Source: an optimization exercise on an open RTL-to-GDS flow (aim: small area, a short achievable clock period and few clock cycles per item). Production flows keep margins and buffers that such runs may drop.
Only simulation tests tie the RTL to the original design; equivalence was not proved.
Power and IR drop assume default switching activity.

### design/flow/run.sh
#!/bin/bash
# synth_recipe.tcl (not shown) runs the flow's synth.tcl, then flattens the netlist and writes it again
# the make line also repeats each setting of config.mk as NAME=value (left out here)
make -C /OpenROAD-flow-scripts/flow DESIGN_CONFIG=/design/flow/config.mk WORK_HOME=/design/flow/orfs CLKGATE_MAP_FILE= SYNTH_SCRIPT=/design/flow/synth_recipe.tcl finish
### design/flow/config.mk
export PLATFORM = sky130hd
export DESIGN_NAME = k2000_payload_codec
export DESIGN_NICKNAME = k2000_payload_codec
export VERILOG_FILES = /design/flow/design.v
export SDC_FILE = /design/flow/constraint.sdc
export NUM_CORES = 4
export LEC_CHECK = 0
export CAP_MARGIN = 20
export CORE_MARGIN = 2
export CORE_UTILIZATION = 40
export SLEW_MARGIN = 20
### design/flow/constraint.sdc
create_clock -name core_clock -period 10.0 [get_ports {clk}]
set_input_delay 2.0000 -clock core_clock [delete_from_list [all_inputs] [get_ports {clk}]]
set_output_delay 2.0000 -clock core_clock [all_outputs]
set_load 0.01 [all_outputs]
### design/flow/design.v
module k2000_payload_codec (
    input  wire        clk,
    input  wire        rst,
    input  wire        cmd_valid,
    output wire        cmd_ready,
    input  wire        cmd_dir,       
    input  wire [3:0]  cmd_n,         
    input  wire [20:0] cmd_size,      
    input  wire        in_valid,
    output wire        in_ready,
    input  wire [7:0]  in_data,
    input  wire        in_last,
    output wire        out_valid,
    input  wire        out_ready,
    output wire [7:0]  out_data,
    output wire        out_last,
    output wire        done,
    output reg  [2:0]  status,
    output reg  [23:0] info_a,
    output reg  [23:0] info_b
);
    localparam ST_OK       = 3'd0;
    localparam ST_BADWIDTH = 3'd1;
    localparam ST_CKSUM    = 3'd2;
    localparam ST_LENGTH   = 3'd3;
    localparam ST_MALFORM  = 3'd4;
    localparam ST_PADBITS  = 3'd5;
    localparam S_IDLE  = 3'd0;
    localparam S_SETUP = 3'd1;
    localparam S_RUN   = 3'd2;
    localparam S_CKS   = 3'd3;
    localparam S_FIN   = 3'd4;
    localparam S_DIV   = 3'd5;
    reg  [2:0]  state;
    reg         dir;
    reg  [2:0]  n;
    reg         bad;
    reg  [20:0] size;
    reg  [23:0] plen;        
    reg  [2:0]  pad;         
    reg  [23:0] dv_x;
    reg  [3:0]  dv_r;
    reg  [4:0]  dv_cnt;
    reg  [14:0] acc;
    reg  [3:0]  acc_bits;
    reg  [23:0] in_cnt;      
    reg  [20:0] out_cnt;     
    reg  [6:0]  sum;
    reg  [7:0]  enc;
    reg         seen_last;
    reg         mal;
    reg  [23:0] mal_idx;
    reg  [7:0]  mal_byte;
    reg         pad_bad;
    wire [3:0]  dv_rt   = {dv_r[2:0], dv_x[23]};
    wire        dv_ge   = (dv_rt >= {1'b0, n});
    wire [2:0]  rem     = dv_r[2:0];
    wire [7:0]  nmask   = (8'd1 << n) - 8'd1;
    wire        dec_full   = (out_cnt == size);
    wire        dec_outv   = (state == S_RUN) && !dir && !bad && !dec_full && (acc_bits >= 4'd8);
    wire [14:0] dec_shr    = acc >> (acc_bits - 4'd8);
    wire [7:0]  dec_byte   = dec_shr[7:0];
    wire        enc_outv   = (state == S_RUN) && dir && !bad && ({1'b0, acc_bits} >= {2'b0, n});
    wire [14:0] enc_shr    = acc >> (acc_bits - {1'b0, n});
    wire [7:0]  enc_byte   = enc_shr[7:0] & nmask;
    assign out_valid = dec_outv || enc_outv || (state == S_CKS);
    assign out_data  = (state == S_CKS) ? {1'b0, sum} : (dir ? enc_byte : dec_byte);
    assign out_last  = (state == S_CKS) || (!dir && (out_cnt == size - 21'd1));
    wire   out_fire  = out_valid && out_ready;
    wire [3:0]  bits_after_out = acc_bits - ((out_fire && state == S_RUN) ? (dir ? {1'b0, n} : 4'd8) : 4'd0);
    wire dec_inr = !dir && !seen_last && (bad || dec_full || acc_bits < 4'd8 || out_fire);
    wire enc_inr = dir && (in_cnt[20:0] != size) && (bad || bits_after_out <= 4'd7);
    assign in_ready  = (state == S_RUN) && (dec_inr || enc_inr);
    wire   in_fire   = in_valid && in_ready;
    assign cmd_ready = (state == S_IDLE);
    assign done      = (state == S_FIN);
    wire        dec_pkt    = in_fire && !dir && !in_last;
    wire        dec_first  = (in_cnt == 24'd0);
    wire [2:0]  dec_add    = (bad || dec_full) ? 3'd0 : (dec_first ? n - pad : n);
    wire [7:0]  dec_chunk  = in_data & nmask;
    wire [7:0]  dec_padtop = dec_chunk >> (n - pad);
    always @(posedge clk) begin
        if (rst) begin
            state <= S_IDLE;
        end else begin
            case (state)
            S_IDLE: begin
                if (cmd_valid) begin
                    dir       <= cmd_dir;
                    n         <= cmd_n[2:0];
                    bad       <= (cmd_n == 4'd0) || (cmd_n > 4'd7);
                    size      <= cmd_size;
                    dv_x      <= {cmd_size, 3'b000};
                    dv_r      <= 4'd0;
                    dv_cnt    <= 5'd0;
                    plen      <= 24'd0;
                    state     <= ((cmd_n == 4'd0) || (cmd_n > 4'd7)) ? S_SETUP : S_DIV;
                end
            end
            S_DIV: begin
                dv_x   <= {dv_x[22:0], 1'b0};
                dv_r   <= dv_ge ? (dv_rt - {1'b0, n}) : dv_rt;
                plen   <= {plen[22:0], dv_ge};
                dv_cnt <= dv_cnt + 5'd1;
                if (dv_cnt == 5'd23)
                    state <= S_SETUP;
            end
            S_SETUP: begin
                plen      <= plen + {23'd0, (rem != 3'd0)};
                pad       <= (rem != 3'd0) ? (n - rem) : 3'd0;
                acc       <= 15'd0;
                acc_bits  <= (dir && rem != 3'd0) ? {1'b0, n - rem} : 4'd0;
                in_cnt    <= 24'd0;
                out_cnt   <= 21'd0;
                sum       <= 7'd0;
                enc       <= 8'd0;
                seen_last <= 1'b0;
                mal       <= 1'b0;
                mal_idx   <= 24'd0;
                mal_byte  <= 8'd0;
                pad_bad   <= 1'b0;
                state     <= S_RUN;
            end
            S_RUN: begin
                if (!dir) begin
                    if (in_fire) begin
                        if (in_last) begin
                            enc       <= in_data;
                            seen_last <= 1'b1;
                        end else begin
                            sum <= sum + in_data[6:0];
                            if (in_cnt != 24'hFFFFFF)
                                in_cnt <= in_cnt + 24'd1;
                            if (!mal && ((in_data & ~nmask) != 8'd0)) begin
                                mal      <= 1'b1;
                                mal_idx  <= in_cnt;
                                mal_byte <= in_data;
                            end
                            if (dec_first && (dec_padtop != 8'd0))
                                pad_bad <= 1'b1;
                        end
                    end
                    if (dec_pkt)
                        acc <= (acc << dec_add) | ({7'd0, dec_chunk} & ((15'd1 << dec_add) - 15'd1));
                    acc_bits <= acc_bits - (out_fire ? 4'd8 : 4'd0) + (dec_pkt ? {1'b0, dec_add} : 4'd0);
                    if (out_fire)
                        out_cnt <= out_cnt + 21'd1;
                    if (seen_last && !dec_outv)
                        state <= S_FIN;
                end else begin
                    if (in_fire) begin
                        in_cnt <= in_cnt + 24'd1;
                        if (!bad)
                            acc <= {acc[6:0], in_data};
                    end
                    if (out_fire)
                        sum <= sum + enc_byte[6:0];
                    acc_bits <= bits_after_out + ((in_fire && !bad) ? 4'd8 : 4'd0);
                    if ((in_cnt[20:0] == size) && !enc_outv)
                        state <= bad ? S_FIN : S_CKS;
                end
            end
            S_CKS: begin
                if (out_fire)
                    state <= S_FIN;
            end
            S_FIN: begin
                state <= S_IDLE;
            end
            default: state <= S_IDLE;
            endcase
        end
    end
    always @(*) begin
        status = ST_OK;
        info_a = 24'd0;
        info_b = 24'd0;
        if (bad) begin
            status = ST_BADWIDTH;
        end else if (!dir) begin
            if (enc != {1'b0, sum}) begin
                status = ST_CKSUM;
                info_a = {16'd0, enc};
                info_b = {17'd0, sum};
            end else if (in_cnt != plen) begin
                status = ST_LENGTH;
                info_a = plen;
                info_b = in_cnt;
            end else if (mal) begin
                status = ST_MALFORM;
                info_a = mal_idx;
                info_b = {16'd0, mal_byte};
            end else if (pad_bad) begin
                status = ST_PADBITS;
            end
        end
    end
endmodule
==> impl_metrics.py <==
metrics = {
    "outcome": {
        "status": "complete, no violations",
    },
    "power_and_ir_drop": {
        "peakVddDrop_uv": 138,
        "pwr_density_cell_mw_per_mm2": 222,
        "p_leak_uw": 0.00558,
    },
    "timing": {
        "finalSetupViolCount": 0,
        "whs_ps": 517,
        "finalMaxSlewViolations": 0,
        "rsz0062_at_grt": "false",
        "slew_headroom_pct": 25.8,
        "hold_viol": 0,
        "tns_ps": 0,
        "max_freq_ghz": 0.126,
        "finalCriticalPeriod_ps": 7920,
        "tightest_slew_ps": 1100,
        "period_share_pct": 79.2,
        "skew_ps": 16.6,
    },
    "finish": {
        "fin_area_mm2": 0.0160,
        "layout_commonest_cell": "edfxtp_1",
        "syn_to_final_growth_pct": 14.2,
        "antennaDiodeCount": 0,
        "drive_above_1_share_pct": 5.87,
        "n_fill_cell": 3298,
        "fin_nets": 1613,
        "most-common-layout-cells": "edfxtp_1, nand2_1, nor2_1",
    },
    "logic_synthesis": {
        "syn_nets": 1584,
        "syn_avg_cell_area_um2": 9.27,
        "async_flop_share_pct": 0,
        "synth_top_flop_cell": "edfxtp_1",
        "syn_area_mm2": 0.0140,
        "syn_inst": 1507,
        "ys_ff_latch": 199,
        "yosysUniqueCellTypes": 71,
        "yosys_warnings": 1,
        "synth_edf_count": 196,
        "synth_seq_area_share_pct": 42.6,
    },
    "global_routing": {
        "grt_max_degree": 42,
        "track_usage_pct": 23.7,
        "antenna_found_initial": 0,
        "grt_pass1_wl_mm": 66.1,
        "gr-total-overflow": 0,
        "grt_pass1_vias": 11100,
    },
    "setup_path": {
        "cp-start-kind": "flip-flop",
        "cp_data_required_time_ps": 8000,
        "startpoint": "state[1]",
        "worstPathArrival_ps": 5920,
        "worstPathMaxFanout": 41,
        "r2r_slack_ps": 2830,
        "r2r-end": "acc_bits[3]",
        "rr_startpoint": "state[1]",
        "end_kind": "output pin",
        "worst-setup-path-type": "flip-flop to output pin",
        "r2r_cells": 25,
    },
    "die": {
        "fp.coreArea_mm2": 0.0345,
        "rows": 68,
        "die_w_um": 191,
        "die-area_mm2": 0.0364,
        "dieHeight_um": 191,
        "start_util_pct": 40.5,
        "io_pins": 104,
    },
    "clock_network": {
        "clock_path_buffers": 2,
        "clkLatencyLatePin_ps": 450,
        "htreeDepth": 4,
        "hold_buffers": 0,
        "clkTransAtPathRegs_ps": 80,
        "cts_root_buf": "clkbuf_16",
        "cts.sinks": 199,
        "ctsResizeCount": 0,
        "postCtsSetupBuffers": 0,
        "tritoncts": "yes",
        "cts_inserted_buffers": 17,
    },
    "placement": {
        "hpwl_mm": 31.2,
        "postPlaceCellArea_mm2": 0.0154,
        "port_buffers": 103,
        "place.gp.congestion": 0.952,
    },
    "drt": {
        "first_pass_iters": 6,
        "drtIter0Drc": 1268,
        "drc_errors": 0,
        "via_count": 11800,
        "drt-total-wl_mm": 42.8,
        "wl_per_cell_um": 21.4,
        "vias_per_cell": 5.90,
        "postRouteAntennaNets": 0,
    },
    "run": {
        "maxCapViolCount": 0,
    },
    "worst_hold_path": {
        "min-delay-start": "dv_x[8]",
        "holdPathEnd": "dv_x[9]",
        "hp-class": "flip-flop to flip-flop",
        "holdPathStages": 2,
    },
}
-- power by group --
group | internal [µW] | switching [µW]
combinational | 554 | 789
clock | 377 | 349
sequential | 1180 | 296
total | 2110 | 1440
-- worst max path at each step --
| stage | endpoint | slack, ps |
|---|---|---|
| 2_1_floorplan | mal | 3080 |
| 3_3_place_gp | in_ready | 2860 |
| 3_5_place_dp | in_ready | 2670 |
| 4_1_cts | in_ready | 2170 |
| 5_1_grt | in_ready | 1770 |
| 6_report | in_ready | 2080 |
-- layer usage --
layer  wire, µm  GRT usage [%]  part of all wire, %  vias to the layer above
met5          0              0                    0                        -
met4        639           5.93                  1.5                        0
met3       3400           3.72                  7.9                       39
met2      18700           35.4                   44                      550
met1      20100           35.6                   47                     5759
li1           -              -                    -                     5484
-- through the flow --
step	instances	power [µW]	utilization, %	worst slack [ps]
final	2004	3550	46.3	2080
after global routing	2004	3750	46.3	1770
after CTS	2004	3540	46.3	2170
after detailed placement	1972	2820	44.6	2670
after global placement	1972	2800	44.6	2860
after floorplan	1507	2340	-	3080
-- registers in the layout, summed over array words and instances, names as in the netlist, 7 cells and up --
name	flops
plen	24
size	21
mal_idx	24
in_cnt	24
acc	15
mal_byte	8
dv_x	21
enc	8
sum	7
out_cnt	21
-- critical path: stages (launching register included) --
cell,delay [ps]
dfxtp_1,560
nand3_2,860
buf_4,600
clkinv_1,100
nand2_1,160
nor3_1,350
inv_1,100
a31oi_1,520
nand3_1,230
ha_1,340
nor2b_1,130
o21a_1,180
or3_1,330
a21oi_1,260
o32ai_4,170
clkdlybuf4s50_1,550
-- cell usage after synthesis (all sizes together), types with 13 or more instances --
library cell / number / share of area [%]
inv: 56 / 1.5
a311oi: 13 / 0.82
nand2b: 16 / 0.72
nand2: 168 / 4.5
nor2: 150 / 4.0
ha: 31 / 2.8
clkbuf: 98 / 2.6
buf: 19 / 0.55
xor2: 96 / 6.0
nand3: 97 / 3.5
or3: 13 / 0.58
xnor2: 66 / 4.1
o211ai: 18 / 0.97
nor4: 21 / 1.0
o21ai: 69 / 2.5
and2: 41 / 1.8
nor3: 28 / 1.0
nand4: 28 / 1.3
a22o: 20 / 1.3
mux2i: 37 / 2.7
edfxtp: 196 / 42
a21oi: 55 / 2.0
o31ai: 13 / 0.70
-- cells by family after synthesis --
group | Yosys count | share of synthesized area, %
AND/OR/NAND/NOR | 602 | 20.7
AO/OA/AOI/OAI | 278 | 13.5
flip-flops | 199 | 42.6
buffers and inverters | 174 | 4.71
XOR/XNOR | 162 | 10.2
multiplexers | 55 | 4.75
adder cells (fa/ha/maj) | 37 | 3.64
-- area by class of cell --
| type | count | area, µm² | share of cell area (%) |
|---|---|---|---|
| Tap cell | 455 | 569 | 3.57 |
| Timing Repair Buffer | 127 | 1210 | 7.59 |
| Sequential cell | 199 | 5950 | 37.3 |
| Clock buffer | 18 | 429 | 2.69 |
| Clock inverter | 14 | 166 | 1.04 |
| Multi-Input combinational cell | 1134 | 7420 | 46.5 |
| Inverter | 57 | 214 | 1.34 |
Testbench counts, summed over its fixed seeds: cycles 86,156, items 27,958.

## afterwards: timing with drivers on the ports
The results above use ideal ports. As a check the final layout listed here was re-extracted and re-timed, cells and wires unchanged. Step 1: set_driving_cell puts a clkbuf_16 on clk and a buf_2 on each other input, an assumption about the parent block. Step 2 moves the port delays by t, midway between the first and last clock arrival at a register: inputs arrive t later, outputs are due t later. That takes back most of the time a late clock gives input paths. a / b / c = ideal ports / drivers / drivers and shift; a / b = the first two.
shift t [ns]: 0.486
setup slack, ns: 2.077 / 2.030 / 2.516
hold slack, ns: 0.517 / 0.517 / 0.517
worst setup path after step 2: register to output
After both steps setup and hold are still met in this run. For this run, drivers alone change the setup slack by -0.047 ns; drivers and shift together by +0.439 ns.
